Context: an optimization exercise on an open-source flow, tuned for small area, a short achievable clock period and few clock cycles. The choices shown serve that exercise and are no tape-out recipe. RTL that was checked went through simulation tests only; none was proved equivalent to the original. Power figures rest on the tool's default switching activity, not on a simulated workload.

==> flow/design.v <==
module upe_link (
    input  wire        clk,
    input  wire        rst,
    input  wire        strict,
    input  wire        rx_valid,
    input  wire [7:0]  rx_data,
    output wire        rx_ready,
    output reg         ro_valid,
    input  wire        ro_ready,
    output reg  [1:0]  ro_kind,
    output reg  [7:0]  ro_data,
    output wire [15:0] ro_crc_calc,
    output wire [15:0] ro_crc_recv,
    input  wire        ti_valid,
    input  wire [7:0]  ti_data,
    output wire        ti_ready,
    output reg         to_valid,
    input  wire        to_ready,
    output reg  [7:0]  to_data
);
    localparam [1:0] K_BYTE  = 2'd0;
    localparam [1:0] K_FRAME = 2'd1;
    localparam [1:0] K_DROP  = 2'd2;
    localparam [15:0] KEY_B0 = 16'h7760;
    localparam [15:0] KEY_B1 = 16'h3019;
    localparam [15:0] KEY_B2 = 16'h065F;
    localparam [15:0] KEY_B3 = 16'h4052;
    localparam [15:0] KEY_B4 = 16'h1625;
    localparam [15:0] KEY_B5 = 16'h431A;
    localparam [15:0] KEY_B6 = 16'h4C8A;
    localparam [15:0] KEY_B7 = 16'hC428;
    function [7:0] key;
        input [3:0] i;
        begin
            key = {KEY_B7[i], KEY_B6[i], KEY_B5[i], KEY_B4[i],
                   KEY_B3[i], KEY_B2[i], KEY_B1[i], KEY_B0[i]};
        end
    endfunction
    function [15:0] dec16;
        input [15:0] c;
        integer k;
        begin
            dec16[0] = ~c[0];
            for (k = 1; k < 16; k = k + 1)
                dec16[k] = c[k] ^ ~|(c & ((16'd1 << k) - 16'd1));
        end
    endfunction
    function [15:0] crc_update;
        input [7:0]  b;
        input [15:0] crc;
        integer k;
        reg [15:0] c;
        begin
            c = crc ^ {b, 8'h00};
            for (k = 0; k < 8; k = k + 1)
                c = c[15] ? ((c << 1) ^ 16'h1021) : (c << 1);
            crc_update = c;
        end
    endfunction
    localparam [3:0] S_IDLE    = 4'd0;
    localparam [3:0] S_SYNC2   = 4'd1;
    localparam [3:0] S_LENLO   = 4'd2;
    localparam [3:0] S_LENHI   = 4'd3;
    localparam [3:0] S_PAYLOAD = 4'd4;
    localparam [3:0] S_CKLO    = 4'd5;
    localparam [3:0] S_CKHI    = 4'd6;
    localparam [3:0] S_FOOT1   = 4'd7;
    localparam [3:0] S_FOOT2   = 4'd8;
    reg [3:0]  stage;
    reg [15:0] rcnt;
    reg [3:0]  rkidx;
    reg        rshort;
    reg        rl0s;         
    reg [15:0] crc_calc;
    reg        ro_new;       
    assign rx_ready    = ro_ready;
    assign ro_crc_calc = crc_calc;
    assign ro_crc_recv = rcnt;
    wire       rx_take  = rx_valid && rx_ready;
    wire [7:0]  rkey     = key(rkidx);
    wire [7:0]  rx_plain = rx_data ^ rkey;
    wire [15:0] crc_next = crc_update(ro_data, crc_calc);
    wire [15:0] rcnt_dec = dec16(rcnt);
    wire        crc_ok   = (crc_calc == rcnt);
    reg        rp;
    reg [1:0]  rp_kind;
    reg [7:0]  rp_data;
    always @(*) begin
        rp      = 1'b0;
        rp_kind = K_BYTE;
        rp_data = rx_plain;
        case (stage)
            S_PAYLOAD: rp = 1'b1;
            S_FOOT1: begin
                rp      = (rx_data != 8'hDC);
                rp_kind = K_DROP;
                rp_data = 8'd0;
            end
            S_FOOT2: begin
                rp = 1'b1;
                if (rx_data != 8'hBA) begin
                    rp_kind = K_DROP;
                    rp_data = 8'd0;
                end else if (rshort) begin
                    rp_kind = K_DROP;
                    rp_data = 8'd1;
                end else if (strict && !crc_ok) begin
                    rp_kind = K_DROP;
                    rp_data = 8'd2;
                end else begin
                    rp_kind = K_FRAME;
                    rp_data = {7'd0, crc_ok};
                end
            end
            default: ;
        endcase
    end
    always @(posedge clk) begin
        if (rx_ready) begin
            ro_kind <= rp_kind;
            ro_data <= rp_data;
        end
        if (ro_new)
            crc_calc <= crc_next;
        if (rx_take) begin
            case (stage)
                S_LENLO: begin
                    rcnt[7:0] <= rx_data;
                    rl0s      <= (rx_data[7:1] == 7'd0);
                end
                S_LENHI: begin
                    rcnt[15:8] <= rx_data;
                    rkidx      <= 4'd0;
                    crc_calc   <= 16'd0;
                    rshort     <= (rx_data == 8'd0) && rl0s;
                end
                S_PAYLOAD: begin
                    rcnt  <= rcnt_dec;
                    rkidx <= rkidx + 4'd1;
                end
                S_CKLO: begin
                    rcnt[7:0] <= rx_plain;
                    rkidx     <= rkidx + 4'd1;
                end
                S_CKHI: rcnt[15:8] <= rx_plain;
                default: ;
            endcase
        end
        if (rst) begin
            stage    <= S_IDLE;
            ro_valid <= 1'b0;
            ro_new   <= 1'b0;
        end else begin
            if (rx_ready)
                ro_valid <= rx_valid && rp;
            ro_new <= rx_take && stage == S_PAYLOAD;
            if (rx_take) begin
                case (stage)
                    S_IDLE:    if (rx_data == 8'hAB) stage <= S_SYNC2;
                    S_SYNC2:   stage <= (rx_data == 8'hCD) ? S_LENLO : S_IDLE;
                    S_LENLO:   stage <= S_LENHI;
                    S_LENHI:   stage <= (rx_data == 8'd0 && rl0s && !rcnt[0]) ?
                                        S_CKLO : S_PAYLOAD;
                    S_PAYLOAD: if (rcnt == 16'd1) stage <= S_CKLO;
                    S_CKLO:    stage <= S_CKHI;
                    S_CKHI:    stage <= S_FOOT1;
                    S_FOOT1:   stage <= (rx_data == 8'hDC) ? S_FOOT2 : S_IDLE;
                    default:   stage <= S_IDLE;
                endcase
            end
        end
    end
    localparam [3:0] T_AB   = 4'b0000;
    localparam [3:0] T_CD   = 4'b0001;
    localparam [3:0] T_L0   = 4'b0010;
    localparam [3:0] T_L1   = 4'b0011;
    localparam [3:0] T_PAY  = 4'b1000;
    localparam [3:0] T_K0   = 4'b0100;
    localparam [3:0] T_K1   = 4'b0101;
    localparam [3:0] T_DC   = 4'b0110;
    localparam [3:0] T_BA   = 4'b0111;
    localparam [1:0] I_L0   = 2'b00;    
    localparam [1:0] I_L1   = 2'b01;    
    localparam [1:0] I_PAY  = 2'b10;    
    localparam [1:0] I_HOLD = 2'b11;    
    reg [3:0]  tstate;
    reg [1:0]  tin;
    reg [15:0] tcnt;
    reg [3:0]  tkidx;
    reg [15:0] tcrc;
    reg        tl0z;         
    reg        tfirst;       
    wire out_free = to_ready;
    assign ti_ready = !tin[1] || (tstate[3] && to_ready);
    wire tx_take  = ti_valid && ti_ready;
    wire pay_take = ti_valid && tstate[3] && out_free;
    wire [7:0]  tkey      = key(tkidx);
    wire [15:0] tcrc_cur  = tfirst ? 16'd0 : tcrc;
    wire [15:0] tcrc_next = crc_update(ti_data, tcrc_cur);
    wire [15:0] tcnt_dec  = dec16(tcnt);
    reg       tg;
    reg [7:0] tg_data;
    always @(*) begin
        tg      = 1'b1;
        tg_data = 8'hAB;
        case (tstate)
            T_AB: begin
                tg      = (tin != I_L0) || ti_valid;
                tg_data = 8'hAB;
            end
            T_CD:  tg_data = 8'hCD;
            T_L0: begin
                tg      = tin[1];
                tg_data = tcnt[7:0];
            end
            T_L1: begin
                tg      = tin[1];
                tg_data = tcnt[15:8];
            end
            T_PAY: begin
                tg      = ti_valid;
                tg_data = ti_data ^ tkey;
            end
            T_K0:  tg_data = tcrc_cur[7:0] ^ tkey;
            T_K1:  tg_data = tcrc_cur[15:8] ^ tkey;
            T_DC:  tg_data = 8'hDC;
            default: tg_data = 8'hBA;
        endcase
    end
    reg [3:0] tstate_n;
    reg [1:0] tin_n;
    always @(*) begin
        tin_n    = tin;
        tstate_n = tstate;
        if (tx_take && tin == I_L0)
            tin_n = I_L1;
        if (tx_take && tin == I_L1)
            tin_n = (ti_data == 8'd0 && tl0z) ? I_HOLD : I_PAY;
        if (out_free && tg) begin
            case (tstate)
                T_AB: tstate_n = T_CD;
                T_CD: tstate_n = T_L0;
                T_L0: tstate_n = T_L1;
                T_L1: begin
                    if (tin == I_HOLD) begin
                        tin_n    = I_L0;
                        tstate_n = T_K0;
                    end else begin
                        tstate_n = T_PAY;
                    end
                end
                T_PAY: begin
                    if (tcnt == 16'd1) begin
                        tin_n    = I_L0;
                        tstate_n = T_K0;
                    end
                end
                T_K0: tstate_n = T_K1;
                T_K1: tstate_n = T_DC;
                T_DC: tstate_n = T_BA;
                default: tstate_n = T_AB;
            endcase
        end
    end
    wire to_valid_n = out_free ? tg : to_valid;
    always @(posedge clk) begin
        if (out_free)
            to_data <= tg_data;
        if (tx_take && tin == I_L0) begin
            tcnt[7:0] <= ti_data;
            tl0z      <= (ti_data == 8'd0);
        end
        if (tx_take && tin == I_L1)
            tcnt[15:8] <= ti_data;
        if (out_free && tg && tstate == T_L1) begin
            tkidx  <= 4'd0;
            tfirst <= 1'b1;
        end
        if (pay_take) begin
            tcrc   <= tcrc_next;
            tfirst <= 1'b0;
            tcnt   <= tcnt_dec;
            tkidx  <= tkidx + 4'd1;
        end
        if (out_free && tstate == T_K0)
            tkidx <= tkidx + 4'd1;
        if (rst) begin
            tstate   <= T_AB;
            tin      <= I_L0;
            to_valid <= 1'b0;
        end else begin
            tstate   <= tstate_n;
            tin      <= tin_n;
            to_valid <= to_valid_n;
        end
    end
endmodule
clock: 4.0 ns
lec_check: 0
abc_area: 1
abc_clock_period_in_ps: 2000
cap_margin: 20
core_margin: 2
core_utilization: 55
cts_buf_list: sky130_fd_sc_hd__clkbuf_8
place_density: 0.75
setup_slack_margin: 2.0
slew_margin: 20
standard.sh (not shown) runs the stock make flow with config.mk's settings and CLKGATE_MAP_FILE= SYNTH_SCRIPT=/design/flow/synth_recipe.tcl, a recipe that flattens the netlist after the stock synthesis.
==> flow/flow/run.sh <==
#!/bin/bash
# Standard layout, but let the resizer change a cell's footprint (so it can
# upsize gates and port buffers) and buffer the ports with buf_2.
set -euo pipefail
bash standard.sh MATCH_CELL_FOOTPRINT=0 'BUFFER_PORTS_ARGS=-buffer_cell sky130_fd_sc_hd__buf_2' finish > make_finish.log 2>&1
The starting point passed the timing, design-rule and antenna checks.
Then changed:
CORE_UTILIZATION = 45   (was 55)
PLACE_DENSITY = 0.85   (was 0.75)
The changed run finished with timing, DRC and antenna clean.
Clock skew barely changes.
Core utilization decreases by 12 points.
Design area rose by 1.1%.
Power stays flat.
Synthesized area is unchanged.
Via count rose by 0.83%.
Die area increases by 21%.
Global-route usage falls by 6.0 points.
Sequential power hardly moves.
Sequential share of layout area shrinks by 0.34 points.
No run of this note included a check of the RTL's function; only the layout flow was run.

---

// upe_link: RTL as listed in full above, without the edits since
export LEC_CHECK = 0
export ABC_CLOCK_PERIOD_IN_PS = 2000
export CAP_MARGIN = 20
export CORE_MARGIN = 2
export CORE_UTILIZATION = 55
export CTS_BUF_LIST = sky130_fd_sc_hd__clkbuf_8
export SETUP_SLACK_MARGIN = 2.0
export SLEW_MARGIN = 20
create_clock -name core_clock -period 4.0 [get_ports {clk}]
Scripts as last shown in full above: flow/flow/run.sh
The first run finished with timing, DRC and antenna clean.
Rerun with:
Settings changed: ABC_AREA set to 1, SETUP_SLACK_MARGIN 2.0 to 2.1.
- non-clock buffer count drops by 3
- via count climbs by a little under a tenth
- power drops by a few percent
- flip-flop and latch count stays the same
- die area drops slightly
- wire length drops by a few percent
- global-route usage drops by 0.30 points
- design area drops slightly
- clock-buffer cell count stays the same
Rerun with:
Settings changed: SETUP_SLACK_MARGIN 2.1 to 2.0.
Outcome:
- utilization is lower by 1.4 points
- clock skew stays flat
- power is lower by 1.7%
- sequential power is about the same
No run of this note included a check of the RTL's function; only the layout flow was run.

---

Another version of the RTL of upe_link (not shown whole).
For scale: roughly 930 cells after synthesis, ~110 flip-flops.
==> flow/config.mk <==
export PLATFORM = sky130hd
export DESIGN_NAME = upe_link
export DESIGN_NICKNAME = upe_link
export VERILOG_FILES = /design/flow/design.v
export SDC_FILE = /design/flow/constraint.sdc
export NUM_CORES = 4
export LEC_CHECK = 0
export ABC_AREA = 1
export ABC_CLOCK_PERIOD_IN_PS = 2000
export CAP_MARGIN = 20
export CORE_MARGIN = 2
export CORE_UTILIZATION = 55
export CTS_BUF_LIST = sky130_fd_sc_hd__clkbuf_8
export SETUP_SLACK_MARGIN = 1.9
export SLEW_MARGIN = 20
==> flow/constraint.sdc <==
create_clock -name core_clock -period 4.0 [get_ports {clk}]
set_input_delay 0.8000 -clock core_clock [delete_from_list [all_inputs] [get_ports {clk}]]
set_output_delay 0.8000 -clock core_clock [all_outputs]
set_load 0.01 [all_outputs]
Scripts as last shown in full above: flow/flow/run.sh
The first run finished with timing, DRC and antenna clean.
Testbench counts at the start, summed over its fixed seeds: cycles 28,518.
Edit:
SETUP_SLACK_MARGIN = 2.0   (was 1.9)
Effect:
- total power goes up by 0.95%
- register-to-register slack gets better by 80 ps
- final area goes up by 1.1%
- setup slack improved by 79 ps
- hold slack hardly moves
- via count goes up by 0.78%
- synthesized area is unchanged
- wire length rises by 1.9%
- count of clock-buffer cells in the layout is unchanged
- global-route usage is higher by 0.20 points

---

upe_link, a different RTL version from the one above (not shown whole).
Size in the first run: roughly 950 cells after synthesis, about 100 flip-flops, about 77 I/O pins, about 7400 um^2 of cells after synthesis.
Settings: LEC_CHECK=0, ABC_AREA=1, ABC_CLOCK_PERIOD_IN_PS=2000, CAP_MARGIN=20, CORE_MARGIN=2, CORE_UTILIZATION=40, CTS_BUF_LIST=sky130_fd_sc_hd__clkbuf_8, SETUP_SLACK_MARGIN=2.0, SLEW_MARGIN=20; clock period 4.0 ns.
Scripts as last shown in full above: flow/flow/run.sh
The baseline finished clean.
Testbench counts at the start, summed over its fixed seeds: cycles 28,518.
==> next run, changes <==
Settings changed: CTS_BUF_LIST sky130_fd_sc_hd__clkbuf_8 to unset, SETUP_SLACK_MARGIN 2.0 to 1.7.
After rerunning: Wire length came out lower by about 0.32%. Via count came out lower by about 2.7%. Worst setup slack loses 0.15 ns. Die area is unchanged. Fmax came out lower by about 7%. Clock skew came out lower by 0.0084 ns.

---

== old ==
Another version of the RTL of upe_link (not shown whole).
For scale: about 780 cells after synthesis, ~130 flip-flops, roughly 77 I/O pins, about 8000 um^2 of cells after synthesis.
==> flow/config.mk <==
export PLATFORM = sky130hd
export DESIGN_NAME = upe_link
export DESIGN_NICKNAME = upe_link
export VERILOG_FILES = /design/flow/design.v
export SDC_FILE = /design/flow/constraint.sdc
export NUM_CORES = 4
export LEC_CHECK = 0
export ABC_CLOCK_PERIOD_IN_PS = 1500
export CAP_MARGIN = 20
export CORE_MARGIN = 2
export CORE_UTILIZATION = 40
export SETUP_SLACK_MARGIN = 2.2
export SLEW_MARGIN = 20
==> flow/constraint.sdc <==
create_clock -name core_clock -period 4.0 [get_ports {clk}]
set_input_delay 0.8000 -clock core_clock [delete_from_list [all_inputs] [get_ports {clk}]]
set_output_delay 0.8000 -clock core_clock [all_outputs]
set_load 0.01 [all_outputs]
Scripts as last shown in full above: flow/flow/run.sh
Input changes introduced in new (baseline for comparison: old):
==> flow/config.mk <==
export PLATFORM = sky130hd
export DESIGN_NAME = upe_link
export DESIGN_NICKNAME = upe_link
export VERILOG_FILES = /design/flow/design.v
export SDC_FILE = /design/flow/constraint.sdc
export NUM_CORES = 4
export LEC_CHECK = 0
export ABC_CLOCK_PERIOD_IN_PS = 2000
export CAP_MARGIN = 20
export CORE_MARGIN = 2
export CORE_UTILIZATION = 40
export SETUP_SLACK_MARGIN = 1.5
export SLEW_MARGIN = 20
Results
The final reports for new and old show count of non-CTS buffers in the layout lower in the former.
Sequential share of layout area on new is up relative to old.
Compared with old, new shows count of multi-input gates that has gone down slightly.
old → new: cell area has decreased, routed length on met2 has decreased.
Violation count after the first detailed-routing iteration ends up higher on old.
Final estimated routing congestion in global placement: lower on old
Per the comparison of new with old, total length of routed wires -about 10%; final standard cell utilization of the core -9.9 points; part of the total power dissipated in sequential elements +3.6 points.
Function was not checked in any run of this note: the RTL went through the layout flow alone.

---

run 1:
Another version of the RTL of upe_link (not shown whole).
For scale: ~960 cells after synthesis, roughly 110 flip-flops, about 77 I/O pins, ~7400 sq um of cells after synthesis.
Settings: LEC_CHECK=0, ABC_AREA=1, ABC_CLOCK_PERIOD_IN_PS=2000, CAP_MARGIN=20, CORE_MARGIN=2, CORE_UTILIZATION=55, CTS_BUF_LIST=sky130_fd_sc_hd__clkbuf_8, SETUP_SLACK_MARGIN=2.0, SLEW_MARGIN=20; clock period 4.0 ns.
Scripts as last shown in full above: flow/flow/run.sh
Testbench counts of run 1, summed over its fixed seeds: cycles 28,518.
diff inputs: run 1 => run 2
-- flow/config.mk --
<<< run 1, line 8
export ABC_AREA = 1
>>> run 2, line 8
==> run summary <==
Looking at the reports, run 2 completed the entire flow and the layout it produced met the timing, design-rule and antenna checks.
Run 2 against run 1: design area now sits lower; met1 usage in global routing now sits lower.
Per the comparison of run 2 with run 1, average wire per standard cell now larger, number of signal-net buffers in the layout now larger, cell count now smaller, combined global-route utilization of all metal layers now smaller, internal power of the cells now larger.
Run 2 ended up with a lower starting utilization of the core area than run 1 did.
Changes in run 3 relative to run 2:
-- flow/config.mk --
<<< run 2, line 8
>>> run 3, line 8
export ABC_AREA = 1
<<< run 2, line 13
export SETUP_SLACK_MARGIN = 2.0
>>> run 3, line 14
export SETUP_SLACK_MARGIN = 2.1
[summary]
Measured against each other, run 3 and run 2 differ in post-placement setup slack, the higher figure coming from run 3.
Changes observed in run 3 relative to run 2: global-route wire length before repair went up by about 12%, share of final layout cell area taken by clock buffers and inverters went down by 0.74 points, vias per cell went down by about 9%.
Run 2 ran to completion and came out clean on the timing, design-rule and antenna checks.
Run 3: flow completed, timing, DRC and antenna clean
Here is what was changed in the inputs of run 4 compared with run 3.
==> flow/flow/run.sh <==
#!/bin/bash
# Standard layout, but let the resizer change a cell's footprint (so it can
# upsize gates and port buffers) and buffer the ports with buf_1.
set -euo pipefail
bash standard.sh MATCH_CELL_FOOTPRINT=0 'BUFFER_PORTS_ARGS=-buffer_cell sky130_fd_sc_hd__buf_1' finish > make_finish.log 2>&1
-- flow/config.mk --
<<< run 3, line 14
export SETUP_SLACK_MARGIN = 2.1
>>> run 4, line 14
export SETUP_SLACK_MARGIN = 2.0
Total vias in the final route: run 3 vs run 4, no meaningful difference
Total global-route track usage: run 4 vs run 3, no meaningful difference
Count of placed standard cells including taps: run 4 vs run 3, no meaningful difference
Run 3 vs run 4, launch point of the critical path: ro_ready vs to_ready

static timing again, ports no longer ideal:
In the flow no input, the clock included, has a driving cell. The finished layouts below were timed again as built, in two steps.
Step 1: set_driving_cell puts a clkbuf_16 on clk and a buf_2 on each other input, an assumption about the parent block.
Step 2 also shifts input and output timing later by t, the mid clock arrival at the registers, as if the neighbouring blocks saw the same clock.
a / b / c = ideal ports / drivers / drivers and shift; a / b = the first two.
| run | shift t [ns] | setup slack, ns | worst hold slack (ns) | pins driven straight from the clock port |
|---|---|---|---|---|
| the first run of note 1 | 0.430 | 1.824 / 1.786 / 1.653 | 0.503 / 0.503 / 0.503 | 1 |
| the second run of note 1 | 0.425 | 1.956 / 1.956 / 1.678 | 0.485 / 0.485 / 0.485 | 1 |
| the first run of note 2 | 0.412 | 1.830 / 1.830 / 1.620 | 0.509 / 0.509 / 0.509 | 1 |
| the second run of note 2 | 0.418 | 2.026 / 1.960 / 1.681 | 0.490 / 0.490 / 0.490 | 1 |
| the third run of note 2 | 0.427 | 1.930 / 1.870 / 1.674 | 0.480 / 0.480 / 0.480 | 1 |
| the first run of note 3 | 0.423 | 1.937 / 1.871 / 1.619 | 0.492 / 0.492 / 0.492 | 1 |
| the second run of note 3 | 0.427 | 2.016 / 1.949 / 1.697 | 0.492 / 0.492 / 0.492 | 1 |
| the first run of note 4 | 0.421 | 1.935 / 1.896 / 1.564 | 0.540 / 0.540 / 0.540 | 1 |
| the second run of note 4 | 0.393 | 1.788 / 1.767 / 1.426 | 0.537 / 0.537 / 0.537 | 1 |
| old | 0.462 | 0.872 / 0.872 / 0.872 | 0.464 / 0.464 / 0.464 | 1 |
| new | 0.466 | 0.891 / 0.891 / 0.891 | 0.492 / 0.492 / 0.492 | 1 |
| run 1 | 0.422 | 2.007 / 1.987 / 1.747 | 0.527 / 0.527 / 0.527 | 1 |
| run 2 | 0.418 | 1.943 / 1.943 / 1.666 | 0.583 / 0.583 / 0.583 | 1 |
| run 3 | 0.423 | 1.972 / 1.934 / 1.777 | 0.525 / 0.525 / 0.525 | 1 |
| run 4 | 0.425 | 1.965 / 1.941 / 1.736 | 0.525 / 0.525 / 0.525 | 1 |
After both steps setup and hold are still met in every run listed. The setup slack of the first run of note 4, which loses most, moves by -0.039 ns with the drivers and by -0.371 ns with both steps.
